From an optimization exercise on the open Yosys and OpenROAD flow, aimed at a short achievable clock period; shortcuts taken in it are not production practice.
At most, simulation tests tie the RTL to the original design; equivalence was not proved.
The RTL of run 4 was laid out without a check of its function.
No activity file was given, so power comes from the tool's default toggle rates.

==> flow/run.sh <==
#!/bin/bash
# synth_recipe.tcl (not shown) runs the flow's synth.tcl, then flattens the netlist and writes it again
# the make line also repeats each setting of config.mk as NAME=value (left out here)
make -C /OpenROAD-flow-scripts/flow DESIGN_CONFIG=/design/flow/config.mk WORK_HOME=/design/flow/orfs CLKGATE_MAP_FILE= SYNTH_SCRIPT=/design/flow/synth_recipe.tcl finish
==> flow/design.v <==
module frame_check #(
    parameter [7:0] START = 8'hA5,
    parameter [7:0] STOP  = 8'h5A
) (
    input  wire [39:0] frame,
    output wire [1:0]  status,    
    output wire [7:0]  option,
    output wire [7:0]  value
);
    wire [7:0] b0 = frame[39:32];
    wire [7:0] b1 = frame[31:24];
    wire [7:0] b2 = frame[23:16];
    wire [7:0] b3 = frame[15:8];
    wire [7:0] b4 = frame[7:0];
    wire [7:0] z = b1 ^ b2 ^ b3;
    wire [7:0] k = {(b1[6:0] & b2[6:0]) | ((b1[6:0] | b2[6:0]) & ~b3[6:0]), 1'b0};
    wire       sum_ok     = (z == k);
    wire       markers_ok = (b0 == START) && (b4 == STOP);
    assign status = {markers_ok & ~sum_ok, ~markers_ok};
    assign option = b1;
    assign value  = b2;
endmodule
module frame_codec_queue #(
    parameter [7:0] START = 8'hA5,
    parameter [7:0] STOP  = 8'h5A
) (
    input  wire        clk,
    input  wire        rst,
    input  wire        enq_valid,
    input  wire [7:0]  enq_data,
    input  wire        deq_req,
    output wire        deq_valid,
    output wire [39:0] deq_frame,
    output wire [1:0]  deq_status,
    output wire [7:0]  deq_option,
    output wire [7:0]  deq_value,
    output wire        empty,
    output reg         full,
    input  wire [7:0]  enc_option,
    input  wire [7:0]  enc_value,
    output wire [39:0] enc_frame,
    input  wire [39:0] dec_frame,
    output wire [1:0]  dec_status,
    output wire [7:0]  dec_option,
    output wire [7:0]  dec_value
);
    localparam [1:0] ST_NONE_AVAILABLE = 2'd3;
    reg [39:0] slot [0:3];    
    reg [1:0]  wfi;
    reg [2:0]  wbi;
    reg [1:0]  rfi;
    reg [39:0] head;          
    reg [1:0]  head_status;   
    reg        empty_r;       
    assign empty      = empty_r;
    assign deq_valid  = ~empty_r;
    assign deq_frame  = head;
    assign deq_status = head_status;
    assign deq_option = head[31:24];
    assign deq_value  = head[23:16];
    wire       do_deq     = deq_req & ~empty_r;
    wire       do_enq     = enq_valid & ~rst;
    wire       last_byte  = (wbi == 3'd4);
    wire [1:0] rfi_inc    = rfi + 2'd1;
    wire [1:0] wfi_inc    = wfi + 2'd1;
    wire [1:0] rfi_after  = do_deq ? rfi_inc : rfi;
    wire       full_after = (do_deq && rfi == wfi) ? 1'b0 : full;
    wire       wrap       = do_enq & last_byte;
    wire [1:0] rfi_n  = rst ? 2'd0 : rfi_after;
    wire [1:0] wfi_n  = rst ? 2'd0 : (wrap ? wfi_inc : wfi);
    wire [2:0] wbi_n  = rst ? 3'd0 : (do_enq ? (last_byte ? 3'd0 : wbi + 3'd1) : wbi);
    wire       full_n = rst ? 1'b0 : ((wrap && wfi_inc == rfi_after) ? 1'b1 : full_after);
    wire [39:0] cur_slot = slot[rfi];
    wire [39:0] nxt_slot = slot[rfi_inc];
    wire        hit_cur  = (wfi == rfi);
    wire        hit_nxt  = (wfi == rfi_inc);
    wire [39:0] base_n = rst ? slot[0] : (do_deq ? nxt_slot : cur_slot);
    wire        hit_n  = rst ? 1'b0 : (do_deq ? hit_nxt : hit_cur);
    reg  [39:0] head_n;
    integer i;
    always @(*) begin
        head_n = base_n;
        for (i = 0; i < 5; i = i + 1)
            if (do_enq && hit_n && wbi == i)
                head_n[39-8*i -: 8] = enq_data;
    end
    wire        empty_n = ~full_n & (wfi_n == rfi_n);
    wire [1:0]  head_check;
    frame_check #(.START(START), .STOP(STOP)) u_head_check (
        .frame  (head_n),
        .status (head_check),
        .option (),
        .value  ()
    );
    always @(posedge clk) begin
        rfi         <= rfi_n;
        wfi         <= wfi_n;
        wbi         <= wbi_n;
        full        <= full_n;
        empty_r     <= empty_n;
        head        <= head_n;
        head_status <= empty_n ? ST_NONE_AVAILABLE : head_check;
    end
    genvar s, b;
    generate
        for (s = 0; s < 4; s = s + 1) begin : g_slot
            for (b = 0; b < 5; b = b + 1) begin : g_byte
                always @(posedge clk) begin
                    if (do_enq && wfi == s && wbi == b)
                        slot[s][39-8*b -: 8] <= enq_data;
                end
            end
        end
    endgenerate
    wire [7:0] enc_sum = enc_option + enc_value;
    assign enc_frame = {START, enc_option, enc_value, enc_sum, STOP};
    frame_check #(.START(START), .STOP(STOP)) u_dec_check (
        .frame  (dec_frame),
        .status (dec_status),
        .option (dec_option),
        .value  (dec_value)
    );
endmodule
==> flow/constraint.sdc <==
create_clock -name core_clock -period 5.0 [get_ports {clk}]
set_input_delay 1.0000 -clock core_clock [delete_from_list [all_inputs] [get_ports {clk}]]
set_output_delay 1.0000 -clock core_clock [all_outputs]
set_load 0.01 [all_outputs]
==> flow/config.mk <==
export PLATFORM = sky130hd
export DESIGN_NAME = frame_codec_queue
export DESIGN_NICKNAME = frame_codec_queue
export VERILOG_FILES = /design/flow/design.v
export SDC_FILE = /design/flow/constraint.sdc
export NUM_CORES = 4
export LEC_CHECK = 0
export CAP_MARGIN = 20
export CORE_MARGIN = 2
export CORE_UTILIZATION = 40
export SLEW_MARGIN = 20
==> summary.txt, run 1 <==
Status
  – Run status: timing/DRC/antenna clean

CTS
  – CTS H-Tree Depth: 1
  – Worst skew pair latency: ~0.5 ns
  – Clock slew seen by the registers of the worst setup and hold paths: roughly 0.050 ns
  – Clock root buffer: clkbuf_16
  – Count of hold buffers inserted by post-cts repair: 0
  – Worst-case clock buffer depth: 3
  – Number of post-CTS setup repair buffers: 0
  – Number of clock sinks: 211
  – Clock buffer count from CTS: 24
  – CTS tree: yes
  – Number of gates given a new drive strength after cts: 0

Worst setup path
  – Family of cells with the greatest summed delay on the critical path: buffers and inverters
  – Crit-path max cell delay: 0.58 ns
  – Nature of the critical path endpoint: output pin
  – Critical path launch point type: input port
  – Master of the slowest instance on the critical path: clkdlybuf4s50_1
  – Crit Path Class: input port to output pin
  – Cell breakdown of the critical path: clkdlybuf4s50_1 -> ha_1 -> inv_1 -> fa_1 -> inv_1 -> a21oi_1 -> o21bai_1 -> a21o_1 -> a21oi_1 -> xnor2_1 -> clkdlybuf4s50_1
  – Worst Path Arrival: 3.57 ns
  – CP bufs+invs: 4
  – Reg-to-reg critical path startpoint: rfi[0]
  – Maximum fanout along the worst path: 2
  – Launching instance or port of the critical path: enc_option[0]
  – CP Data Required Time: 4.00 ns

Die
  – Die Area: roughly 0.027 mm^2
  – Starting Density: between 40% and 50%
  – Floorplan core area: 0.0251 mm^2
  – Y dimension of the die: around 160 um
  – Horizontal die dimension: around 160 um
  – Floorplan row count: 58
  – # IOs: 187

Route
  – Antenna Violating Nets Remaining: 0
  – Wire length per cell after detailed routing: 22.7 um
  – Routed via count: around 7400
  – Wire length after detailed routing: 29100 um
  – # DRC: 0
  – Count of routing violations after the opening detailed-route iteration: ~1100
  – Number of vias per cell after detailed routing: 5.80
  – Initial DRT Pass Iterations: 11

Timing
  – Part of the cycle the worst path needs: 91.3%
  – Pin slew with the least headroom to its limit: 1.13 ns
  – Unrepaired setup endpoints after global routing: false
  – Max Transition Viols Final: 0
  – Worst slew slack as a fraction of its limit: between 20% and 30%
  – Sum of negative setup slack: 0 ns
  – Hold WS: 0.518 ns
  – Final worst setup slack: 0.434 ns
  – Max Clock Freq: 0.219 GHz
  – Maximum clock skew at final layout: 0.0115 ns
  – Hold Violations, Final: 0
  – Clock period minus worst slack: 4.57 ns
  – Setup-violating endpoint count in the final report: 0

Pwr
  – Maximum vdd drop: 0.212 mV
  – Total power per unit cell area: 315 mW/mm^2
  – Leakage Power: 0.00470 uW

GRT
  – Wire length of the first global-routing pass: 42400 um
  – Global-route congestion overflow total: 0
  – GRT Overall Usage: 21.1%
  – Largest net degree at the start of global routing: 56
  – Initial antenna violation count: 0
  – Via count of the first global-routing pass: 6892

Place
  – Gp weighted congestion: 0.797
  – Area post-placement: 0.0120 mm^2
  – Number of port buffers: 170
  – HPWL after detailed placement: 20200 um
  – Post-placement worst setup slack: between 0.005 and 0.006 ns
  – Number of instances in the placed design: 1235

Yosys
  – Share of flip-flops with an asynchronous set or reset after synthesis: 0%
  – Number of library cell types mapped by synthesis: 60
  – Gate Count Post-Synth: 799
  – Synth Cell Area: 0.0102 mm^2
  – Ys flop type: edfxtp_1
  – Syn avg cell area: 12.7 um^2
  – Sequential-to-total area share from yosys stat: 57.2%
  – Cells taking the most area after synthesis: edfxtp_1 (47%), dfxtp_1 (10%), a222oi_1 (7.9%)
  – Yosys warning total: 2
  – Cell type with the largest total area after synthesis: edfxtp_1
  – EDFF count, synth: 160
  – Proportion of netlist area held by the largest area contributor: 47.2%
  – FF+latch count, synth: ~210

Min path
  – Hold path start: wbi[1]
  – Path class of the lowest-slack min-delay path: register to register

Flow run
  – Max-capacitance violation count: 0

Layout
  – Count of antenna diodes in the layout: 0
  – Relative area change from synthesis to final layout: 25.1%
  – Final std cell area, no fill: 0.0127 mm^2
  – Final std cells w/o fill: 1279
  – Share of post-route cells with drive strength above 1: roughly 9.2%
  – Final nets: about 1000
-- worst paths after layout --
check | endpoint | slack, ns | cells past startpoint
worst min-delay path | wbi[1] | 0.52 | 2
worst min register to register | wbi[1] | 0.52 | 2
worst max-delay path | enc_frame[14] | 0.43 | 11
worst max register to register | head_status[1] | 0.47 | 12
-- sequential cells by signal, summed over array words and instances (netlist names) --
register and count:
empty_r 1, full 1, head 40, head_status 2, rfi 2, slot 160
wbi 3, wfi 2
-- cells in the final DEF, fill, tap and decap left out, drive strengths merged, types with 3 or more instances in the layout --
cell | netlist | final
ha | 22 | 22
o221ai | 15 | 15
conb | 2 | 16
fa | 15 | 15
inv | 60 | 61
nand2b | 4 | 4
clkdlybuf4s50 | 0 | 170
o211ai | 5 | 5
o221a | 4 | 4
nand2 | 35 | 35
a22oi | 25 | 25
a21oi | 18 | 18
a21o | 12 | 12
clkbuf | 24 | 35
o21ai | 19 | 19
xnor2 | 19 | 19
nor3b | 4 | 4
buf | 86 | 32
nor3 | 4 | 4
xor2 | 10 | 10
nand4 | 8 | 8
a222oi | 80 | 80
nor4 | 3 | 3
dfxtp | 51 | 51
nand3 | 8 | 8
nor2 | 29 | 29
o22a | 14 | 14
mux2i | 12 | 12
o21bai | 3 | 3
nor2b | 5 | 5
and2 | 22 | 22
nor4bb | 3 | 3
edfxtp | 160 | 160
clkinv | 0 | 5
-- where the power goes --
group	total (uW)	switching, uW	leakage [uW]	internal [uW]
clock network	1730	683	0.000382	1050
logic	368	179	0.00245	189
registers	1910	8.70	0.00187	1900
-- cell type report --
cell class | count | area, um^2
inverter | 60 | 225
tap | 330 | 413
sequential | 211 | 5830
multi-input combinational | 432 | 3510
clock buffer | 35 | 683
timing repair buffer | 202 | 1980
clock inverter | 9 | 100
fill | 2230 | 12400
-- worst min-delay path, cell delays in order (launching register included) --
cell and delay [ns]:
dfxtp_1 0.34, nand2b_1 0.08, a21oi_1 0.05
-- cell families after synthesis --
| family | share of synthesized area [%] |
|---|---|
| flops | 57.2 |
| compound gates | 16.6 |
| buf+inv | 8.90 |
| simple gates | 7.34 |
| fa+ha+maj | 5.65 |
| xor+xnor | 2.73 |
| mux | 1.44 |
| other cells | 0.0738 |
-- through the flow --
step                utilization (%)  total power (uW)
floorplan                         -              2130
global placement               47.6              2320
detailed placement             47.6              2320
CTS                            50.7              4040
global route                   50.7              4140
finish                         50.7              4010
-- synthesized netlist by cell type, drive strengths merged, types with 2 or more instances --
cell	count
nor3	4
o22a	14
or4	2
o211ai	5
mux2	2
nor2	29
or3	2
o221a	4
xnor2	19
nor2b	5
nand4	8
a21oi	18
buf	86
a21o	12
a222oi	80
a211oi	2
o21bai	3
clkbuf	24
o21ai	19
inv	60
nand2b	4
and2	22
xor2	10
edfxtp	160
mux2i	12
nand2	35
fa	15
nand3	8
dfxtp	51
nor4	3
o221ai	15
conb	2
nor4bb	3
a22oi	25
nor3b	4
ha	22
-- metal layers --
layer / wire [um] / track usage (%)
met5: 0 / 0
met4: 503 / 4.51
met3: 3030 / 3.30
met2: 13700 / 35.0
met1: 11900 / 29.2
==> run 2, diff against run 1 <==
--- a/flow/config.mk
+++ b/flow/config.mk
@@ -10,2 +10,4 @@
 export CORE_UTILIZATION = 40
+export SETUP_SLACK_MARGIN = 2.5
 export SLEW_MARGIN = 20
+export TNS_END_PERCENT = 100
==> run 2 against run 1 <==
Register-to-register slack better by 0.80 ns. Sequential power about the same. Combinational power up 7.9%. Routed wire length up 8.0%. Critical endpoint is now head_status[1]. Critical path depth up 3. Critical path type is now register to register. Sequential share of layout area down 2.5 points. Global-route usage up 1.7 points.
==> summary.txt, run 2 <==
Timing
  – Sum of negative setup slack: 0 ns (unchanged)
  – Part of the cycle the worst path needs: 74.6% (-17 points)
  – Clock period minus worst slack: 3.73 ns (-0.835 ns)
  – Max Transition Viols Final: 0 (unchanged)
  – Final worst setup slack: 1.27 ns (+0.835 ns)
  – Setup-violating endpoint count in the final report: 0 (unchanged)
  – Maximum clock skew at final layout: 0.0101 ns (-0.00144 ns)
  – Hold Violations, Final: 0 (unchanged)
  – Max Clock Freq: 0.268 GHz (+22%)
  – Worst slew slack as a fraction of its limit: 29.1% (+4.7 points)
  – Unrepaired setup endpoints after global routing: true
  – Pin slew with the least headroom to its limit: 1.06 ns (-0.0785 ns)

Worst setup path
  – Reg-to-reg critical path startpoint: rfi[0]
  – Maximum fanout along the worst path: 29 (+27)
  – R2r setup slk: 1.27 ns (+0.80 ns)
  – Nature of the critical path endpoint: register
  – Launching instance or port of the critical path: rfi[0]
  – Endpoint of the most critical setup path: head_status[1]
  – Count of cells along the worst register-to-register path: 14 (+2)
  – Crit Path Class: register to register
  – CP Data Required Time: 5.39 ns (+1.39 ns)
  – Worst Path Arrival: 4.12 ns (+0.55 ns)
  – Endpoint of the worst register-to-register path: head_status[1]
  – Critical path launch point type: register

CTS
  – Clock root buffer: clkbuf_16
  – CTS H-Tree Depth: 1 (unchanged)
  – Clock slew seen by the registers of the worst setup and hold paths: 0.06 ns (about the same)
  – Number of clock sinks: 211 (unchanged)
  – Count of hold buffers inserted by post-cts repair: 0 (unchanged)
  – Worst skew pair latency: 0.51 ns (about the same)
  – CTS tree: yes
  – Worst-case clock buffer depth: 3 (unchanged)
  – Clock buffer count from CTS: 22 (-8.3%)

Yosys
  – Cell with the most instances after synthesis: edfxtp_1
  – Synth Cell Area: 0.0102 mm^2 (unchanged)
  – EDFF count, synth: 160 (unchanged)
  – Cell type with the largest total area after synthesis: edfxtp_1
  – Cells taking the most area after synthesis: edfxtp_1 (47%), dfxtp_1 (10%), a222oi_1 (7.9%)
  – Ys flop type: edfxtp_1
  – Most used standard cells in the synthesized netlist: edfxtp_1 (160), a222oi_1 (80), buf_4 (65), inv_1 (60), dfxtp_1 (51)
  – Number of library cell types mapped by synthesis: 60 (unchanged)
  – Syn avg cell area: 12.7 um^2 (unchanged)
  – Yosys warning total: 2 (unchanged)
  – FF+latch count, synth: 211 (unchanged)
  – Gate Count Post-Synth: 799 (unchanged)
  – Share of flip-flops with an asynchronous set or reset after synthesis: 0% (unchanged)
  – Proportion of netlist area held by the largest area contributor: 47.2% (unchanged)
  – Sequential-to-total area share from yosys stat: 57.2% (unchanged)

Status
  – Run status: timing/DRC/antenna clean

Pwr
  – Maximum vdd drop: 0.165 mV (-22%)
  – Leakage Power: 0.00516 uW (+9.6%)
  – Overall power of the completed layout: 3900 uW (-2.9%)
  – Total power per unit cell area: 289 mW/mm^2 (-8.4%)

Route
  – Routed via count: 7681 (+3.6%)
  – Wire length after detailed routing: 31400 um (+8.0%)
  – # DRC: 0 (unchanged)
  – Antenna Violating Nets Remaining: 0 (unchanged)
  – Number of vias per cell after detailed routing: 5.80 (about the same)
  – Count of routing violations after the opening detailed-route iteration: 1264 (+15%)
  – Wire length per cell after detailed routing: 23.7 um (+4.3%)
  – Initial DRT Pass Iterations: 11 (unchanged)

Layout
  – Most common cell after layout, fill and taps aside: edfxtp_1
  – Largest regs: slot: 160 flops, head: 40 flops, wbi: 3 flops
  – Layout fillers: 2126 (-4.7%)
  – Count of antenna diodes in the layout: 0 (unchanged)
  – Share of post-route cells with drive strength above 1: 28.2% (+19 points)
  – Relative area change from synthesis to final layout: 32.6%
  – Register ranked first by flip-flop count: slot
  – Most frequent cells in the layout: edfxtp_1 (160), a222oi_1 (80), clkdlybuf4s50_1 (69)
  – Final nets: 1083 (+4.5%)
  – Final std cells w/o fill: 1324 (+3.5%)
  – Number of flip-flops in the largest register: 160 (unchanged)

Place
  – Post-placement worst setup slack: 0.0265 ns (+0.0206 ns)
  – HPWL after detailed placement: 20600 um (+2.2%)
  – Gp weighted congestion: 0.836 (+4.9%)
  – Number of port buffers: 170 (unchanged)
  – Number of instances in the placed design: 1235 (unchanged)

Flow run
  – Max-capacitance violation count: 0 (unchanged)

Die
  – Floorplan core area: 0.0251 mm^2 (unchanged)
  – # IOs: 187 (unchanged)
  – Starting Density: 40.5% (unchanged)
  – Y dimension of the die: 164 um (unchanged)
  – Die Area: 0.0267 mm^2 (unchanged)
  – Horizontal die dimension: 164 um (unchanged)
  – Floorplan row count: 58 (unchanged)

GRT
  – Largest net degree at the start of global routing: 30 (-46%)
  – Via count of the first global-routing pass: 7195 (+4.4%)
  – Global-route congestion overflow total: 0 (unchanged)
  – Wire length of the first global-routing pass: 45100 um (+6.2%)
  – GRT Overall Usage: 22.8% (+1.7 points)
  – Initial antenna violation count: 0 (unchanged)

Min path
  – Path class of the lowest-slack min-delay path: register to register
[run 2: cell counts after synthesis]
No cell type changed its count.
[run 2: worst min-delay path by stage]
stage | startpoint | to | slack [ns] | cells past startpoint
2_1_floorplan | wbi[1] | wbi[1] | 0.48 | 2
3_3_place_gp | wbi[1] | wbi[1] | 0.50 | 2
3_5_place_dp | wbi[1] | wbi[1] | 0.52 | 2
4_1_cts | wbi[1] | wbi[1] | 0.52 | 2
5_1_grt | wbi[1] | wbi[1] | 0.55 | 2
6_report | wbi[1] | wbi[1] | 0.52 | 2
[run 2: metrics by stage]
stage / util [%] / hold WS [ns] / cell area, um^2
2_1_floorplan: - / 0.478 / 10300
3_3_place_gp: 47.9 / 0.501 / 12000
3_5_place_dp: 47.9 / 0.515 / 12000
4_1_cts: 53.1 / 0.523 / 13300
5_1_grt: 53.8 / 0.552 / 13500
6_report: 53.8 / 0.520 / 13500
[run 2: logic make-up after synthesis]
group,Yosys count,share of synthesized area (%)
AO/OA/AOI/OAI,202,16.6
AND/OR/NAND/NOR,133,7.34
XOR/XNOR,30,2.73
adder cells (fa/ha/maj),37,5.65
other,2,0.0738
multiplexers,14,1.44
buffers and inverters,170,8.90
flip-flops,211,57.2
[run 2: routing by layer]
layer  wire, um  vias to the layer above  GRT usage [%]
met1      12200                     3756           30.7
met5          0                        -              0
met4        745                        0           6.42
li1           -                     3380              -
met2      14800                      500           37.3
met3       3640                       45           4.75
[run 2: critical path: stages (launching register included)]
cell      delay [ns]
dfxtp_4         0.38
inv_4           0.06
ha_4            0.23
buf_8           0.19
buf_12          0.18
a222oi_1        0.35
a22oi_1         0.15
o221ai_1        0.34
o21ai_1         0.21
fa_1            0.48
xnor2_1         0.18
nor4_4          0.29
or3b_1          0.36
mux2i_1         0.13
o21ai_1         0.07
[run 2: report_power, final]
group | switching, uW | internal [uW]
logic | 205 | 192
clock network | 645 | 944
registers | 9.81 | 1900
[run 2: what timing repair did]
action                                  4_1_cts  5_1_grt
cloned                                        2        0
pin swaps                                    74       44
endpoints found under the hold margin         0        0
resized for setup                           396       34
endpoints found under the setup margin      113       21
setup buffers                                37       10
[run 2: final cells by class]
cell class	count	area, um^2	share of cell area, %
sequential	211	5840	43.3
multi-input combinational	433	4020	29.8
timing repair buffer	250	2290	17.0
clock buffer	34	651	4.82
tap	330	413	3.06
inverter	60	230	1.71
clock inverter	6	52.6	0.389
==> run 3, diff against run 2 <==
--- a/flow/config.mk
+++ b/flow/config.mk
@@ -7,2 +7,3 @@
 export LEC_CHECK = 0
+export ABC_CLOCK_PERIOD_IN_PS = 1000
 export CAP_MARGIN = 20
@@ -10,2 +11,3 @@
 export CORE_UTILIZATION = 40
+export GPL_TIMING_DRIVEN = 1
 export SETUP_SLACK_MARGIN = 2.5
==> run 3 against run 2 <==
First-iteration DRC count unchanged. Non-clock buffer count unchanged. Critical endpoint unchanged. Clock skew unchanged. Largest power group unchanged. Global-route usage unchanged.
==> summary.txt, run 3 <==
Layout
  – Layout fillers: 2126 (unchanged)
  – Number of flip-flops in the largest register: 160 (unchanged)
  – Most frequent cells in the layout: edfxtp_1 (160), a222oi_1 (80), clkdlybuf4s50_1 (69)
  – Count of antenna diodes in the layout: 0 (unchanged)
  – Largest regs: slot: 160 flops, head: 40 flops, wbi: 3 flops
  – Area of the multi-input gates: 0.00402 mm^2 (unchanged)
  – Area used by sequential logic in the layout: 0.00584 mm^2 (unchanged)
  – Register ranked first by flip-flop count: slot
  – Final std cells w/o fill: 1324 (unchanged)
  – Share of post-route cells with drive strength above 1: 28.2% (unchanged)
  – Final core occ: 53.8% (unchanged)
  – Most common cell after layout, fill and taps aside: edfxtp_1
  – Relative area change from synthesis to final layout: 32.6% (unchanged)
  – Final nets: 1083 (unchanged)

Flow run
  – Max-capacitance violation count: 0 (unchanged)

Pwr
  – Total power per unit cell area: 289 mW/mm^2 (unchanged)
  – Maximum vdd drop: 0.165 mV (unchanged)
  – Leakage Power: 0.00516 uW (unchanged)
  – Overall power of the completed layout: 3900 uW (unchanged)

Worst setup path
  – CP Data Required Time: 5.39 ns (about the same)
  – Nature of the critical path endpoint: register
  – Critical path launch point type: register
  – Reg-to-reg critical path startpoint: rfi[0]
  – Endpoint of the worst register-to-register path: head_status[1]
  – Crit Path Class: register to register
  – Count of cells along the worst register-to-register path: 14 (unchanged)
  – R2r setup slk: 1.27 ns (about the same)
  – Worst Path Arrival: 4.12 ns (about the same)
  – Maximum fanout along the worst path: 29 (unchanged)

GRT
  – Initial antenna violation count: 0 (unchanged)
  – GRT Overall Usage: 22.8% (unchanged)
  – Via count of the first global-routing pass: 7195 (unchanged)
  – Global-route congestion overflow total: 0 (unchanged)
  – Wire length of the first global-routing pass: 45100 um (unchanged)
  – Largest net degree at the start of global routing: 30 (unchanged)

CTS
  – Number of clock sinks: 211 (unchanged)
  – Clock root buffer: clkbuf_16
  – Worst-case clock buffer depth: 3 (unchanged)
  – Count of hold buffers inserted by post-cts repair: 0 (unchanged)
  – CTS tree: yes
  – Clock slew seen by the registers of the worst setup and hold paths: 0.06 ns (about the same)
  – Worst skew pair latency: 0.51 ns (about the same)
  – Clock buffer count from CTS: 22 (unchanged)
  – CTS H-Tree Depth: 1 (unchanged)

Route
  – # DRC: 0 (unchanged)
  – Antenna Violating Nets Remaining: 0 (unchanged)
  – Number of vias per cell after detailed routing: 5.80 (unchanged)
  – Initial DRT Pass Iterations: 11 (unchanged)
  – Wire length per cell after detailed routing: 23.7 um (unchanged)
  – Routed via count: 7681 (unchanged)
  – Wire length after detailed routing: 31400 um (unchanged)
  – Count of routing violations after the opening detailed-route iteration: 1264 (unchanged)

Place
  – HPWL after detailed placement: 20600 um (unchanged)
  – Gp weighted congestion: 0.836 (unchanged)
  – Number of instances in the placed design: 1235 (unchanged)
  – Number of port buffers: 170 (unchanged)

Min path
  – Path class of the lowest-slack min-delay path: register to register
  – Hold path start: wbi[1]
  – Hold Path Sink: wbi[1]
  – Number of instances on the worst hold path: 2 (unchanged)

Timing
  – Worst slew slack as a fraction of its limit: 29.1% (unchanged)
  – Maximum clock skew at final layout: 0.0101 ns (unchanged)
  – Part of the cycle the worst path needs: 74.6% (unchanged)
  – Hold Violations, Final: 0 (unchanged)
  – Unrepaired setup endpoints after global routing: true
  – Max Transition Viols Final: 0 (unchanged)
  – Clock period minus worst slack: 3.73 ns (unchanged)
  – Hold WS: 0.520 ns (unchanged)
  – Max Clock Freq: 0.268 GHz (unchanged)
  – Pin slew with the least headroom to its limit: 1.06 ns (unchanged)
  – Setup-violating endpoint count in the final report: 0 (unchanged)
  – Sum of negative setup slack: 0 ns (unchanged)

Die
  – # IOs: 187 (unchanged)
  – Y dimension of the die: 164 um (unchanged)
  – Die Area: 0.0267 mm^2 (unchanged)
  – Floorplan core area: 0.0251 mm^2 (unchanged)
  – Horizontal die dimension: 164 um (unchanged)
  – Starting Density: 40.5% (unchanged)
  – Floorplan row count: 58 (unchanged)

Yosys
  – Share of synthesized area spent on multiplexers: 1.44% (unchanged)
  – Proportion of netlist area held by the largest area contributor: 47.2% (unchanged)
  – Share of flip-flops with an asynchronous set or reset after synthesis: 0% (unchanged)
  – Adder-Cell Fraction of Synth Area: 5.65% (unchanged)
  – Sequential-to-total area share from yosys stat: 57.2% (unchanged)
  – Simple logic cell fraction of the synthesized area: 7.34% (unchanged)
  – Gate Count Post-Synth: 799 (unchanged)
  – EDFF count, synth: 160 (unchanged)
  – FF+latch count, synth: 211 (unchanged)
  – Cells taking the most area after synthesis: edfxtp_1 (47%), dfxtp_1 (10%), a222oi_1 (7.9%)
  – Yosys warning total: 2 (unchanged)
  – Main combinational cell family by area after synthesis: compound AO/OA/AOI/OAI gates
  – Most used standard cells in the synthesized netlist: edfxtp_1 (160), a222oi_1 (80), buf_4 (65), inv_1 (60), dfxtp_1 (51)
  – Synth Cell Area: 0.0102 mm^2 (unchanged)
  – Syn avg cell area: 12.7 um^2 (unchanged)
  – Ys flop type: edfxtp_1
  – Synth Area in XOR/XNOR: 2.73% (unchanged)
  – Cell with the most instances after synthesis: edfxtp_1
  – Cell type with the largest total area after synthesis: edfxtp_1
  – Share of the synthesized area in compound gates (AO/OA/AOI/OAI): 16.6% (unchanged)
  – Number of library cell types mapped by synthesis: 60 (unchanged)

Status
  – Run status: timing/DRC/antenna clean
-- run 3: cell counts after synthesis --
Identical to the previous run, type by type.
-- run 3: critical path: stages (launching register included) --
cell and delay, ns:
dfxtp_4 0.38, inv_4 0.06, ha_4 0.23, buf_8 0.19, buf_12 0.18, a222oi_1 0.35, a22oi_1 0.15, o221ai_1 0.34
o21ai_1 0.21, fa_1 0.48, xnor2_1 0.18, nor4_4 0.29, or3b_1 0.36, mux2i_1 0.13, o21ai_1 0.07
-- run 3: cell families after synthesis --
| group | Yosys count |
|---|---|
| adders and majority gates | 37 |
| AOI/OAI and AO/OA | 202 |
| DFF | 211 |
| other | 2 |
| and+or+nand+nor | 133 |
| xor gates and xnor gates | 30 |
| muxes | 14 |
| buffers and inverters | 170 |
-- run 3: how the worst max path moves through the flow --
stage / start / endpoint / slack, ns / depth (start not counted)
after CTS: rfi[0] / head_status[1] / 1.28 / 15
after floorplan: rst / head_status[1] / 0.88 / 15
final: rfi[0] / head_status[1] / 1.27 / 14
after detailed placement: enq_valid / head_status[1] / 0.03 / 13
after global routing: rfi[0] / head_status[1] / 1.14 / 14
after global placement: enq_valid / head_status[1] / 0.17 / 13
-- run 3: report_power, final --
part / switching [uW] / total, uW / internal [uW] / leakage (uW)
registers: 9.81 / 1910 / 1900 / 0.00187
logic: 205 / 397 / 192 / 0.00294
clock network: 645 / 1590 / 944 / 0.000347
total: 859 / 3900 / 3040 / 0.00516
-- run 3: layer usage --
| layer | share of wire, % | vias to the layer above | global-route usage (%) |
|---|---|---|---|
| met4 | 2.4 | 0 | 6.42 |
| met1 | 39 | 3756 | 30.7 |
| li1 | - | 3380 | - |
| met5 | 0 | - | 0 |
| met3 | 12 | 45 | 4.75 |
| met2 | 47 | 500 | 37.3 |
-- run 3: stage by stage --
stage                     cell area (um^2)  setup slack [ns]
final                                13500              1.27
after global routing                 13500              1.14
after CTS                            13300              1.28
after detailed placement             12000            0.0265
after global placement               12000             0.169
after floorplan                      10300             0.878
-- run 3: final cells by class --
cell class,instances,share of cell area [%]
Clock inverter,6,0.389
Inverter,60,1.71
Tap cell,330,3.06
Multi-Input combinational cell,433,29.8
Clock buffer,34,4.82
Timing Repair Buffer,250,17.0
Sequential cell,211,43.3
-- run 3: repair_timing --
action                     4_1_cts  5_1_grt
gates cloned                     2        0
pin swaps                       74       44
gates resized for setup        396       34
setup buffers                   37       10
setup endpoints to repair      113       21
==> run 4, diff against run 3 <==
==> flow/design.v (replaced) <==
module frame_check #(
    parameter [7:0] START = 8'hA5,
    parameter [7:0] STOP  = 8'h5A
) (
    input  wire [39:0] frame,
    output wire [1:0]  status,    
    output wire [7:0]  option,
    output wire [7:0]  value
);
    localparam [1:0] ST_OK           = 2'd0;
    localparam [1:0] ST_BAD_MARKER   = 2'd1;
    localparam [1:0] ST_BAD_CHECKSUM = 2'd2;
    wire [7:0] b0 = frame[39:32];
    wire [7:0] b1 = frame[31:24];
    wire [7:0] b2 = frame[23:16];
    wire [7:0] b3 = frame[15:8];
    wire [7:0] b4 = frame[7:0];
    wire [7:0] sum        = b1 + b2;
    wire       markers_ok = (b0 == START) && (b4 == STOP);
    wire       sum_ok     = (b3 == sum);
    assign status = !markers_ok ? ST_BAD_MARKER :
                    !sum_ok     ? ST_BAD_CHECKSUM : ST_OK;
    assign option = b1;
    assign value  = b2;
endmodule
module frame_codec_queue #(
    parameter [7:0] START = 8'hA5,
    parameter [7:0] STOP  = 8'h5A
) (
    input  wire        clk,
    input  wire        rst,
    input  wire        enq_valid,
    input  wire [7:0]  enq_data,
    input  wire        deq_req,
    output wire        deq_valid,
    output wire [39:0] deq_frame,
    output wire [1:0]  deq_status,
    output wire [7:0]  deq_option,
    output wire [7:0]  deq_value,
    output wire        empty,
    output reg         full,
    input  wire [7:0]  enc_option,
    input  wire [7:0]  enc_value,
    output wire [39:0] enc_frame,
    input  wire [39:0] dec_frame,
    output wire [1:0]  dec_status,
    output wire [7:0]  dec_option,
    output wire [7:0]  dec_value
);
    localparam [1:0] ST_NONE_AVAILABLE = 2'd3;
    reg [39:0] slot [0:3];    
    reg [1:0] wfi;
    reg [2:0] wbi;
    reg [1:0] rfi;
    assign empty     = !full && (wfi == rfi);
    assign deq_valid = !empty;
    assign deq_frame = slot[rfi];
    wire [1:0] head_status;
    frame_check #(.START(START), .STOP(STOP)) u_head_check (
        .frame  (deq_frame),
        .status (head_status),
        .option (deq_option),
        .value  (deq_value)
    );
    assign deq_status = empty ? ST_NONE_AVAILABLE : head_status;
    wire       do_deq     = deq_req && deq_valid;
    wire       do_enq     = enq_valid;
    wire       last_byte  = (wbi == 3'd4);
    wire [1:0] rfi_after  = do_deq ? rfi + 2'd1 : rfi;
    wire       full_after = (do_deq && rfi == wfi) ? 1'b0 : full;
    wire [1:0] wfi_next   = wfi + 2'd1;
    always @(posedge clk) begin
        if (rst) begin
            wfi  <= 2'd0;
            wbi  <= 3'd0;
            rfi  <= 2'd0;
            full <= 1'b0;
        end else begin
            rfi  <= rfi_after;
            full <= full_after;
            if (do_enq) begin
                if (last_byte) begin
                    wbi <= 3'd0;
                    wfi <= wfi_next;
                    if (wfi_next == rfi_after)
                        full <= 1'b1;
                end else begin
                    wbi <= wbi + 3'd1;
                end
            end
        end
    end
    genvar s, b;
    generate
        for (s = 0; s < 4; s = s + 1) begin : g_slot
            for (b = 0; b < 5; b = b + 1) begin : g_byte
                always @(posedge clk) begin
                    if (!rst && do_enq && wfi == s && wbi == b)
                        slot[s][39-8*b -: 8] <= enq_data;
                end
            end
        end
    endgenerate
    wire [7:0] enc_sum = enc_option + enc_value;
    assign enc_frame = {START, enc_option, enc_value, enc_sum, STOP};
    frame_check #(.START(START), .STOP(STOP)) u_dec_check (
        .frame  (dec_frame),
        .status (dec_status),
        .option (dec_option),
        .value  (dec_value)
    );
endmodule
--- a/flow/config.mk
+++ b/flow/config.mk
@@ -7,3 +7,2 @@
 export LEC_CHECK = 0
-export ABC_CLOCK_PERIOD_IN_PS = 1000
 export CAP_MARGIN = 20
@@ -11,5 +10,2 @@
 export CORE_UTILIZATION = 40
-export GPL_TIMING_DRIVEN = 1
-export SETUP_SLACK_MARGIN = 2.5
 export SLEW_MARGIN = 20
-export TNS_END_PERCENT = 100
==> run 4 against run 3 <==
Combinational power decreased by 23%. Critical endpoint is now deq_status[1]. Largest cell class unchanged. Maximum frequency decreased by 20%. Clock skew decreased by 0.0041 ns. Synthesized cell count decreased by 24%. Utilization decreased by 2.1 points. Sequential share of layout area increased by 4.6 points. Non-clock buffer count decreased by 68. Clock power decreased by 16%. Worst setup slack got worse by 0.96 ns. Largest power group unchanged. Highest routed layer unchanged. Cell count decreased by 23%.
==> summary.txt, run 4 <==
Die
  – Die Area: 0.0215 mm^2 (-19%)
  – Starting Density: 40.5% (about the same)
  – # IOs: 187 (unchanged)
  – Floorplan row count: 52 (-10%)
  – Horizontal die dimension: 147 um (-10%)
  – Floorplan core area: 0.0201 mm^2 (-20%)
  – Y dimension of the die: 147 um (-10%)

GRT
  – Via count of the first global-routing pass: 5158 (-28%)
  – GRT Overall Usage: 17.6% (-5.2 points)
  – Wire length of the first global-routing pass: 29000 um (-36%)
  – Global-route congestion overflow total: 0 (unchanged)
  – Largest net degree at the start of global routing: 33 (+10%)
  – Initial antenna violation count: 0 (unchanged)

Layout
  – Most frequent cells in the layout: clkdlybuf4s50_1 (169), edfxtp_1 (160), inv_1 (49)
  – Count of antenna diodes in the layout: 0 (unchanged)
  – Most common cell after layout, fill and taps aside: clkdlybuf4s50_1
  – Layout fillers: 1681 (-21%)
  – Largest regs: slot: 160 flops, wbi: 3 flops
  – Relative area change from synthesis to final layout: 27.4%
  – Register ranked first by flip-flop count: slot
  – Number of flip-flops in the largest register: 160 (unchanged)
  – Final nets: 842 (-22%)
  – Final std cell area, no fill: 0.0104 mm^2 (-23%)
  – Share of post-route cells with drive strength above 1: 7.87% (-20 points)
  – Final std cells w/o fill: 1020 (-23%)

Pwr
  – Overall power of the completed layout: 3200 uW (-18%)
  – Maximum vdd drop: 0.243 mV (+47%)
  – Total power per unit cell area: 308 mW/mm^2 (+6.8%)
  – Leakage Power: 0.00387 uW (-25%)

Yosys
  – Proportion of netlist area held by the largest area contributor: 58.9% (+12 points)
  – Ys flop type: edfxtp_1
  – Gate Count Post-Synth: 605 (-24%)
  – Cells taking the most area after synthesis: edfxtp_1 (59%), buf_4 (6.0%), ha_1 (5.2%)
  – Number of library cell types mapped by synthesis: 48 (-20%)
  – Sequential-to-total area share from yosys stat: 60.9% (+3.7 points)
  – Most used standard cells in the synthesized netlist: edfxtp_1 (160), buf_4 (65), inv_1 (49), ha_1 (34), xnor2_1 (34)
  – Synth Cell Area: 0.00815 mm^2 (-20%)
  – Syn avg cell area: 13.5 um^2 (+5.8%)
  – Cell type with the largest total area after synthesis: edfxtp_1
  – Share of flip-flops with an asynchronous set or reset after synthesis: 0% (unchanged)
  – Cell with the most instances after synthesis: edfxtp_1
  – FF+latch count, synth: 168 (-20%)
  – Yosys warning total: 2 (unchanged)
  – EDFF count, synth: 160 (unchanged)

Worst setup path
  – Master of the slowest instance on the critical path: a222oi_1
  – Family of cells with the greatest summed delay on the critical path: compound AO/OA/AOI/OAI gates
  – Crit-path max cell delay: 0.46 ns (-0.02 ns)
  – Critical path launch point type: register
  – Maximum fanout along the worst path: 10 (-66%)
  – CP Data Required Time: 4.00 ns (-1.39 ns)
  – CP bufs+invs: 3 (unchanged)
  – Worst Path Arrival: 3.69 ns (-0.43 ns)
  – Crit Path Class: register to output pin
  – Nature of the critical path endpoint: output pin
  – Cell breakdown of the critical path: inv_1 -> ha_1 -> buf_4 -> a222oi_1 -> mux2i_2 -> fa_2 -> a21o_1 -> a21oi_1 -> xnor2_1 -> xnor2_1 -> nand4_1 -> o32a_1 -> dlymetal6s2s_1
  – CP dominant cell by count: xnor2_1

CTS
  – CTS tree: yes
  – CTS H-Tree Depth: 4 (+3)
  – Worst-case clock buffer depth: 2 (-1)
  – Number of clock sinks: 168 (-20%)
  – Clock root buffer: clkbuf_16
  – Clock buffer count from CTS: 17 (-23%)
  – Clock slew seen by the registers of the worst setup and hold paths: 0.06 ns (about the same)
  – Worst skew pair latency: 0.42 ns (-0.09 ns)
  – Count of hold buffers inserted by post-cts repair: 0 (unchanged)

Min path
  – Path class of the lowest-slack min-delay path: register to register

Place
  – Gp weighted congestion: 0.826 (-1.2%)
  – Number of instances in the placed design: 985 (-20%)
  – HPWL after detailed placement: 13400 um (-35%)
  – Area post-placement: 0.00973 mm^2 (-19%)
  – Post-placement worst setup slack: 0.322 ns (+0.295 ns)
  – Number of port buffers: 170 (unchanged)

Timing
  – Max Clock Freq: 0.213 GHz (-20%)
  – Max Transition Viols Final: 0 (unchanged)
  – Sum of negative setup slack: 0 ns (unchanged)
  – Setup-violating endpoint count in the final report: 0 (unchanged)
  – Pin slew with the least headroom to its limit: 0.969 ns (-0.0872 ns)
  – Unrepaired setup endpoints after global routing: false
  – Worst slew slack as a fraction of its limit: 35.2% (+6.2 points)
  – Hold Violations, Final: 0 (unchanged)
  – Part of the cycle the worst path needs: 93.9% (+19 points)
  – Final worst setup slack: 0.307 ns (-0.961 ns)
  – Clock period minus worst slack: 4.69 ns (+0.961 ns)
  – Maximum clock skew at final layout: 0.00601 ns (-0.00407 ns)

Route
  – Wire length per cell after detailed routing: 18.5 um (-22%)
  – Count of routing violations after the opening detailed-route iteration: 465 (-63%)
  – Number of vias per cell after detailed routing: 5.04 (-13%)
  – # DRC: 0 (unchanged)
  – Wire length after detailed routing: 18900 um (-40%)
  – Initial DRT Pass Iterations: 6 (-5)
  – Antenna Violating Nets Remaining: 0 (unchanged)
  – Routed via count: 5140 (-33%)

Status
  – Run status: timing/DRC/antenna clean

Flow run
  – Max-capacitance violation count: 0 (unchanged)
[run 4: cell types whose count changed in the layout (fill, tap and decap cells not counted), moves of 12 or more]
| cell | change |
|---|---|
| a21oi_1 | +12 |
| a222oi_1 | -52 |
| and2_1 | -22 |
| buf_2 | -38 |
| buf_4 | -43 |
| buf_6 | -25 |
| clkdlybuf4s50_1 | +100 |
| dfxtp_1 | -40 |
| dlygate4sd2_1 | -26 |
| ha_1 | +19 |
| mux2i_1 | +20 |
| o22a_1 | -14 |
| xnor2_1 | +22 |
[run 4: through the flow]
step | util [%] | hold WS (ns)
2_1_floorplan | - | 0.478
3_3_place_gp | 48.4 | 0.490
3_5_place_dp | 48.4 | 0.509
4_1_cts | 51.6 | 0.521
5_1_grt | 51.6 | 0.566
6_report | 51.6 | 0.522
[run 4: tightest hold or removal path: stages, from the launching register on]
cell and delay (ns):
dfxtp_1 0.34, nand2b_1 0.08, a21oi_1 0.06
[run 4: area by class of cell]
class                      instances  area, um^2  area share (%)
inverter                          49         184            1.77
timing repair buffer             182        1790            17.3
clock buffer                      18         429            4.13
multi-input combinational        319        2480            23.9
tap                              270         338            3.25
clock inverter                    14         188            1.81
sequential                       168        4970            47.8
[run 4: path summary, 6_finish.rpt]
kind | start | endpoint | slack [ns] | depth (start not counted)
min | wbi[1] | wbi[1] | 0.52 | 2
max | rfi[0] | deq_status[1] | 0.31 | 13
max reg2reg | wfi[0] | full | 3.02 | 6
min reg2reg | wbi[1] | wbi[1] | 0.52 | 2
[run 4: what timing repair did]
| item | in CTS | in global routing |
|---|---|---|
| pin swaps | 1 | 2 |
| resized for setup | 4 | 2 |
| buffers inserted | 2 | 1 |
| endpoints found under the setup margin | 1 | 1 |
[run 4: layer usage]
metal  part of all wire (%)  global-route usage, %  vias up
li1                       -                      -     2432
met1                     42                   22.5     2501
met2                     50                   30.4      188
met3                    6.3                   4.10       19
met4                   0.90                   4.13        0
met5                      0                      0        -
[run 4: cells by family after synthesis]
kind of cell / synth area share (%)
multiplexers: 5.17
XOR/XNOR: 4.51
AO/OA/AOI/OAI: 8.21
buffers and inverters: 9.46
flip-flops: 60.9
adder cells (fa/ha/maj): 5.96
AND/OR/NAND/NOR: 5.69
other: 0.0921
[run 4: power by group]
part | internal [uW] | switching (uW) | total, uW
clock network | 798 | 546 | 1340
logic | 164 | 143 | 307
registers | 1550 | 3.18 | 1550

## re-timing with driven ports
The flow's constraints put no driver on any port. The routed layouts listed below were extracted and timed again, unchanged, in two steps. Step 1 (the two cells are an assumption about what drives the block):
set clk [get_ports {clk}]
set_driving_cell -lib_cell sky130_fd_sc_hd__clkbuf_16 $clk
set_driving_cell -lib_cell sky130_fd_sc_hd__buf_2 [delete_from_list [all_inputs] $clk]
Step 2 adds t to the input delays and takes it off the output delays; t is the mean of the earliest and latest rising clock arrival at the registers after step 1. Input paths then give back, and output paths get back, about the clock's delay inside the block. a / b / c = no drivers / after step 1 / after step 2; a / b = the first two.
run | t (ns) | slack for setup (ns) | worst setup path at the end | worst register clock-pin slew, ns | pins driven straight from the clock port
run 1 | 0.558 | 0.434 / 0.409 / -0.023 | input to register | 0.06 / 0.06 | 1
run 2 | 0.550 | 1.268 / 1.268 / 0.726 | input to register | 0.06 / 0.06 | 1
run 3 | 0.550 | 1.268 / 1.268 / 0.726 | input to register | 0.06 / 0.06 | 1
run 4 | 0.458 | 0.307 / 0.266 / 0.394 | input to output | 0.07 / 0.07 | 1
With both steps, setup timing fails in run 1, where it was met with ideal ports.
